Context: an optimization exercise on an open-source flow, tuned for small area. The choices shown serve that exercise and are no tape-out recipe.
The RTL was checked by simulation tests, not by an equivalence proof against the original design.
Power and IR drop assume default switching activity.

== xenon ==
## rseq
module rseq (
    input  wire         clk,
    input  wire         rst,
    input  wire         cmd_valid,
    output wire         cmd_ready,
    input  wire [71:0]  cmd_word,
    output wire         rsp_valid,
    input  wire         rsp_ready,
    output wire [7:0]   rsp_status,
    output wire [31:0]  rsp_result,
    output wire [127:0] rsp_text,
    output wire [4:0]   rsp_text_len,
    output wire [7:0]   rsp_err_step,
    output wire [7:0]   rsp_err_addr,
    output wire [7:0]   rsp_err_kind,
    output wire [15:0]  o_frequency,
    output wire [3:0]   o_volume,
    output wire         o_bass,
    output wire         o_mute,
    output wire         o_softmute,
    output wire         o_mono,
    output wire         o_rds,
    output wire         o_tuned,
    output wire         o_band,
    output wire [5:0]   o_rssi,
    output wire [1:0]   o_life,
    output wire         o_busy,
    output wire         tx_valid,
    output reg  [1:0]   tx_kind,
    output wire [7:0]   tx_addr,
    output reg  [15:0]  tx_wdata,
    input  wire         tx_done,
    input  wire         tx_ok,
    input  wire [1:0]   tx_err,
    input  wire [31:0]  tx_rdata,
    input  wire         tick_ms
);
clock: 12.0 ns
lec_check: 0
cap_margin: 0
core_margin: 2
core_utilization: 40
place_density: 0.6
slew_margin: 0
standard.sh (not shown) runs the stock make flow with config.mk's settings and CLKGATE_MAP_FILE= SYNTH_SCRIPT=/design/flow/synth_recipe.tcl, a recipe that flattens the netlist after the stock synthesis.
==> flow/flow/run.sh <==
#!/bin/bash
# The standard layout (standard.sh: ORFS from synthesis through finish), with
# these changes:
#  - synthesis is synth_recipe.tcl with an area-oriented ABC script
#    (flow/synth_area.tcl, flow/area.abc: resynthesis, then
#    &deepsyn for 20 s, then amap), and adders left to ABC instead of
#    being mapped to full and half adder cells first. Registers are mapped
#    before either step, exactly as in the standard synthesis;
#  - every input and output port still gets its own buffer, but a buf_1
#    instead of the buffer that buffer_ports picks by default;
#  - constant outputs share tie cells instead of one tie cell per load;
#  - clock tree synthesis uses clkbuf_8 buffers and adds no dummy loads.
# The make output goes to run.log in this folder; ORFS keeps each step's
# full tool log under orfs/logs/.
set -euo pipefail
here=$(pwd)
export FLOW_SYNTH_TCL=$here/synth_recipe.tcl
export BUFFER_PORTS_ARGS="-buffer_cell sky130_fd_sc_hd__buf_1"
export SKIP_REPAIR_TIE_FANOUT=1
export ADDER_MAP_FILE=
export CTS_ARGS="-sink_clustering_enable -repair_clock_nets -dont_use_dummy_load -buf_list {sky130_fd_sc_hd__clkbuf_4 sky130_fd_sc_hd__clkbuf_8} -sink_clustering_size 10"
sed "s#SYNTH_SCRIPT=[^ ]*#SYNTH_SCRIPT=$here/flow/synth_area.tcl#" standard.sh > standard_area.sh
grep -q "SYNTH_SCRIPT=$here/flow/synth_area.tcl" standard_area.sh
bash standard_area.sh finish > run.log 2>&1
==> flow/flow/area.abc <==
strash
&get -n
&fraig -x
&put
scorr
dc2
dretime
strash
balance -l; resub -K 6 -l; rewrite -l; resub -K 6 -N 2 -l; refactor -l; resub -K 8 -l; balance -l; resub -K 8 -N 2 -l; rewrite -l; resub -K 10 -l; rewrite -z -l; resub -K 10 -N 2 -l; balance -l; resub -K 12 -l; refactor -z -l; resub -K 12 -N 2 -l; rewrite -z -l; balance -l
balance -l; resub -K 6 -l; rewrite -l; resub -K 6 -N 2 -l; refactor -l; resub -K 8 -l; balance -l; resub -K 8 -N 2 -l; rewrite -l; resub -K 10 -l; rewrite -z -l; resub -K 10 -N 2 -l; balance -l; resub -K 12 -l; refactor -z -l; resub -K 12 -N 2 -l; rewrite -z -l; balance -l
&get -n
&deepsyn -T 20
&put
dch -f
amap -F 10 -A 10 -C 5000
topo
Other scripts of this flow, unchanged in this note and not shown: flow/flow/synth_area.tcl
Relative to xenon, the following input files were edited for amber:
--- a/flow/flow/run.sh
+++ b/flow/flow/run.sh
@@ -21 +21 @@
-export CTS_ARGS="-sink_clustering_enable -repair_clock_nets -dont_use_dummy_load -buf_list {sky130_fd_sc_hd__clkbuf_4 sky130_fd_sc_hd__clkbuf_8} -sink_clustering_size 10"
+export CTS_ARGS="-sink_clustering_enable -repair_clock_nets -dont_use_dummy_load -buf_list sky130_fd_sc_hd__clkbuf_16 -sink_clustering_size 40 -sink_clustering_max_diameter 400"
==> comparison <==
xenon and amber ended up with roughly the same placement row count.
Compared with xenon, amber shows a lower setup slack of the critical path after layout.
Cmp amber vs xenon: final area higher in amber
xenon → amber: number of global-route vias before repair went up; routed wire length did not really move; first-pass GRT wire length went up.
Lower switching portion of total power was reported by amber, not xenon.
Per the final summary, amber finished and its layout is clean on timing, DRC and antenna.
Re clock sink count: no difference whatsoever between xenon and amber.
Compared with xenon, in amber transition at the pin with the smallest max-transition slack ~0 delta, fraction of area in registers lower.
#### Input delta (tundra over amber)
--- a/flow/flow/run.sh
+++ b/flow/flow/run.sh
@@ -5,2 +5 @@
-#    (flow/synth_area.tcl, flow/area.abc: resynthesis, then
-#    &deepsyn for 20 s, then amap), and adders left to ABC instead of
+#    (flow/synth_area.tcl, flow/area.abc), and adders left to ABC instead of
@@ -21 +20 @@
-export CTS_ARGS="-sink_clustering_enable -repair_clock_nets -dont_use_dummy_load -buf_list sky130_fd_sc_hd__clkbuf_16 -sink_clustering_size 40 -sink_clustering_max_diameter 400"
+export CTS_ARGS="-sink_clustering_enable -repair_clock_nets -dont_use_dummy_load -buf_list sky130_fd_sc_hd__clkbuf_8"
--- a/flow/flow/area.abc
+++ b/flow/flow/area.abc
@@ -11,3 +10,0 @@
-&get -n
-&deepsyn -T 20
-&put
==> results.txt <==
Looking at power in the clock group across amber and tundra, the one that comes out higher is amber. tundra against amber: signed area change from the synthesized netlist to the final layout has decreased; length in cells of the worst reg-to-reg path has decreased; part of the cycle the worst path needs has increased. Internal power summed over all cells went up by more than a quarter going from amber to tundra. Comparing minimum setup slack in the final design for amber and tundra, the smaller number came from tundra. Changes observed in tundra relative to amber: count of standard-cell rows went up, number of buffers and inverters on the critical path went down.
For cedar, these inputs were changed with respect to tundra:
--- a/flow/flow/run.sh
+++ b/flow/flow/run.sh
@@ -5 +5,2 @@
-#    (flow/synth_area.tcl, flow/area.abc), and adders left to ABC instead of
+#    (flow/synth_area.tcl, flow/area.abc: resynthesis, then
+#    &deepsyn for 20 s, then amap), and adders left to ABC instead of
--- a/flow/flow/area.abc
+++ b/flow/flow/area.abc
@@ -10,0 +11,3 @@
+&get -n
+&deepsyn -T 60
+&put
Findings:
- In cedar, register share of total power is higher than in tundra.
- tundra → cedar: fmax went up 4.6%; worst setup slack went up 0.33 ns; post-layout minimum cycle time went down 0.33 ns; cell area went down about 4%.
- Measured against each other, tundra and cedar differ in number of well-tap cells placed, the higher figure coming from tundra.
- Summary: with tundra as the reference, routed wire length in cedar moved down by a few percent.
- Higher global routing usage on met3 goes to cedar over tundra.
For juniper, these inputs were changed with respect to cedar:
- CORE_UTILIZATION changed from 40 to 70
- PLACE_DENSITY changed from 0.6 to 0.8
--- a/flow/flow/run.sh
+++ b/flow/flow/run.sh
@@ -5,2 +5 @@
-#    (flow/synth_area.tcl, flow/area.abc: resynthesis, then
-#    &deepsyn for 20 s, then amap), and adders left to ABC instead of
+#    (flow/synth_area.tcl, flow/area.abc), and adders left to ABC instead of
--- a/flow/flow/area.abc
+++ b/flow/flow/area.abc
@@ -11,3 +10,0 @@
-&get -n
-&deepsyn -T 60
-&put
==> comparison <==
- The sole clean run among juniper and cedar is cedar.
- juniper ended with more number of distinct library cells after synthesis than cedar.
- Looking only at die extent in x, and setting everything else aside, the higher value of juniper and cedar goes to cedar.
- Re synthesized area: juniper and cedar aren't equal, and the lower value belongs to cedar.
- Number of instances in the synthesized netlist grows by a few percent when moving from cedar to juniper.
- Of juniper and cedar, cedar shows the lower net count of the mapped netlist, with juniper above it.
- Side by side, height of the die turned out lower in juniper than in cedar.
- compound AO/OA/AOI/OAI gates as the dominant combinational cell family by area after synthesis was reported by juniper, and buffers and inverters by cedar.
- Comparing area fraction in compound gates after synthesis for juniper and cedar, the bigger number came from cedar.
- Cmp juniper and cedar / sequential element share of the synthesized area / higher: cedar
Modified inputs, zinc compared to juniper
- PLACE_DENSITY: 0.8 -> 0.6
- CORE_UTILIZATION: 70 -> 40
--- a/flow/flow/area.abc
+++ b/flow/flow/area.abc
@@ -10,0 +11,3 @@
+&get -n
+&deepsyn -T 20
+&put
### Flow results
Every run in juniper and zinc closed cleanly, with the single exception of juniper. juniper: aborted in I/O pin placement (tool error). On zinc: effective utilization at floorplan is 32 points lower than what juniper gave. Delta(net count after synthesis, zinc - juniper) < 0. zinc ends up with higher share of the synthesized area in compound gates (AO/OA/AOI/OAI) than juniper does. Comparing juniper and zinc, the higher synthesized area per cell was measured on zinc. The lower share of the yosys chip area belonging to registers came out of juniper.

========
run 1:
rseq, a different RTL version from the one above (not shown whole).
Size in the first run: roughly 380 I/O pins, about 0.0068 mm2 of cells after synthesis.
export LEC_CHECK = 0
export CAP_MARGIN = 20
export CORE_MARGIN = 2
export CORE_UTILIZATION = 40
export GPL_TIMING_DRIVEN = 0
export PLACE_DENSITY = 0.6
export SLEW_MARGIN = 20
create_clock -name core_clock -period 12.0 [get_ports {clk}]
==> flow/flow/run.sh <==
#!/bin/bash
# The standard layout (standard.sh: ORFS from synthesis through finish), with
# these changes:
#  - synthesis is synth_recipe.tcl with an area-oriented ABC script
#    (flow/synth_area.tcl, flow/area.abc), and adders left to ABC instead of
#    being mapped to full and half adder cells first. Registers are mapped
#    before either step, exactly as in the standard synthesis;
#  - every input and output port still gets its own buffer, but a buf_1
#    instead of the buffer that buffer_ports picks by default;
#  - constant outputs share tie cells instead of one tie cell per load.
# The make output goes to run.log in this folder; ORFS keeps each step's
# full tool log under orfs/logs/.
set -euo pipefail
here=$(pwd)
export FLOW_SYNTH_TCL=$here/synth_recipe.tcl
export BUFFER_PORTS_ARGS="-buffer_cell sky130_fd_sc_hd__buf_1"
export SKIP_REPAIR_TIE_FANOUT=1
export ADDER_MAP_FILE=
export CTS_ARGS="-sink_clustering_enable -repair_clock_nets -dont_use_dummy_load -buf_list sky130_fd_sc_hd__clkbuf_8"
sed "s#SYNTH_SCRIPT=[^ ]*#SYNTH_SCRIPT=$here/flow/synth_area.tcl#" standard.sh > standard_area.sh
grep -q "SYNTH_SCRIPT=$here/flow/synth_area.tcl" standard_area.sh
bash standard_area.sh finish > run.log 2>&1
==> flow/flow/area.abc <==
strash
&get -n
&fraig -x
&put
scorr
dc2
dretime
strash
balance -l; resub -K 6 -l; rewrite -l; resub -K 6 -N 2 -l; refactor -l; resub -K 8 -l; balance -l; resub -K 8 -N 2 -l; rewrite -l; resub -K 10 -l; rewrite -z -l; resub -K 10 -N 2 -l; balance -l; resub -K 12 -l; refactor -z -l; resub -K 12 -N 2 -l; rewrite -z -l; balance -l
balance -l; resub -K 6 -l; rewrite -l; resub -K 6 -N 2 -l; refactor -l; resub -K 8 -l; balance -l; resub -K 8 -N 2 -l; rewrite -l; resub -K 10 -l; rewrite -z -l; resub -K 10 -N 2 -l; balance -l; resub -K 12 -l; refactor -z -l; resub -K 12 -N 2 -l; rewrite -z -l; balance -l
dch -f
amap -F 10 -A 10 -C 5000
topo
==> flow/flow/synth_area.tcl <==
# The standard flow's synthesis script (synth_recipe.tcl: ORFS synthesis without the fsm and
# share passes, flattened, function nets renamed), with one change: ABC maps the
# logic with an area-oriented script (area.abc beside this file) instead of
# ORFS's speed script. Registers are mapped before ABC runs, so they come out
# as in the standard synthesis.
set area_abc_script [file join [file dirname [info script]] area.abc]
proc abc {args} {
  set i [lsearch -exact $args -script]
  if {$i >= 0} {
    set args [lreplace $args $i [expr {$i + 1}]]
  }
  set i [lsearch -exact $args -D]
  if {$i >= 0} {
    set args [lreplace $args $i [expr {$i + 1}]]
  }
  yosys abc -script $::area_abc_script {*}$args
}
source $::env(FLOW_SYNTH_TCL)
Looking at the reports, run 1 completed the entire flow and the layout it produced met the timing, DRC and antenna checks.
diff inputs: run 1 => run 2
diff --git a/flow/config.mk b/flow/config.mk
--- a/flow/config.mk
+++ b/flow/config.mk
@@ -11 +11 @@
-export GPL_TIMING_DRIVEN = 0
+export CTS_BUF_LIST = sky130_fd_sc_hd__clkbuf_8
## What came out
Hold slack on run 2 is ahead of run 1.
Compare run 2 and run 1 | proportion of cell area occupied by multi-input gates higher: run 2
Going from run 1 to run 2, post-layout total power lost 37 uW, largest voltage drop on the vdd net picked up an extra 9.7%, total die area neither gained nor lost much.
Final HPWL from detailed placement delta for run 2 relative to run 1: about 8% lower
## Diff of input files: run 3 against run 2
==> flow/flow/run.sh <==
#!/bin/bash
# The standard layout (standard.sh: ORFS synthesis through finish, unchanged
# scripts), with three settings changed:
#  - every input and output port still gets its own buffer, but a buf_1
#    instead of the buffer that buffer_ports picks by default;
#  - constant outputs share tie cells instead of one tie cell per load;
#  - synthesis leaves adders to ABC instead of mapping them to full and
#    half adder cells first (registers are mapped as in the standard
#    synthesis; that step comes after this one).
# The make output goes to run.log in this folder; ORFS keeps each step's
# full tool log under orfs/logs/.
set -euo pipefail
export BUFFER_PORTS_ARGS="-buffer_cell sky130_fd_sc_hd__buf_1"
export SKIP_REPAIR_TIE_FANOUT=1
export ADDER_MAP_FILE=
bash standard.sh finish > run.log 2>&1
removed: flow/flow/area.abc
removed: flow/flow/synth_area.tcl
[summary]
Per the comparison of run 3 with run 2, synthesized cell count up 139, total design power down 39%, proportion of cell area spent on the clock network up 0.83 points. Between run 2 and run 3, power share of the sequential group is lower for run 2, run 3 comes in above that. Post-synthesis share of cell area spent on xor and xnor gates (run 3 over run 2): increase, 3.7 points. Going from run 2 to run 3, the synthesized-area fraction occupied by and/or/nand/nor cells was found to have gone up by 3.9 points. Comparing run 2 and run 3, the lower number of buffer and inverter instances along the worst setup path is on run 3. On run 3: sequential share of layout area is 4.4 points lower than what run 2 gave. In run 3 the multi-input combinational area share turned out 11 points higher than in run 2. | delay contributed by the slowest stage of the critical path | run 3 vs run 2 | 130 ps higher |.

what the ideal ports hide:
Ports are ideal in the flow. The routed layouts listed here were re-timed in OpenROAD. Step 1: set_driving_cell puts a clkbuf_16 on clk and a buf_2 on each other input, an assumption about the parent block. Step 2, shift: input delay + t, output delay - t, t = (earliest + latest rising clock arrival at the registers) / 2. This alone moves slack from input paths to output paths. Three values: ideal ports, drivers, drivers and shift; two values: the first two.
run | t, ns | setup WS [ns] | latest minus earliest clock arrival (ns)
xenon | 0.379 | 4.946 / 4.914 / 5.174 | 0.016 / 0.017
amber | 0.364 | 4.880 / 4.842 / 5.127 | 0.013 / 0.012
tundra | 0.403 | 4.619 / 4.630 / 4.227 | 0.028 / 0.028
cedar | 0.379 | 4.946 / 4.914 / 5.174 | 0.016 / 0.017
zinc | 0.379 | 4.946 / 4.914 / 5.174 | 0.016 / 0.017
run 1 | 0.402 | 4.946 / 4.907 / 4.807 | 0.022 / 0.022
run 2 | 0.403 | 5.253 / 5.217 / 5.115 | 0.017 / 0.018
run 3 | 0.426 | 5.945 / 5.904 / 6.331 | 0.017 / 0.017
After both steps setup and hold are still met in every run listed. For tundra, which loses most, drivers alone change the setup slack by +0.011 ns; drivers and shift together by -0.392 ns.
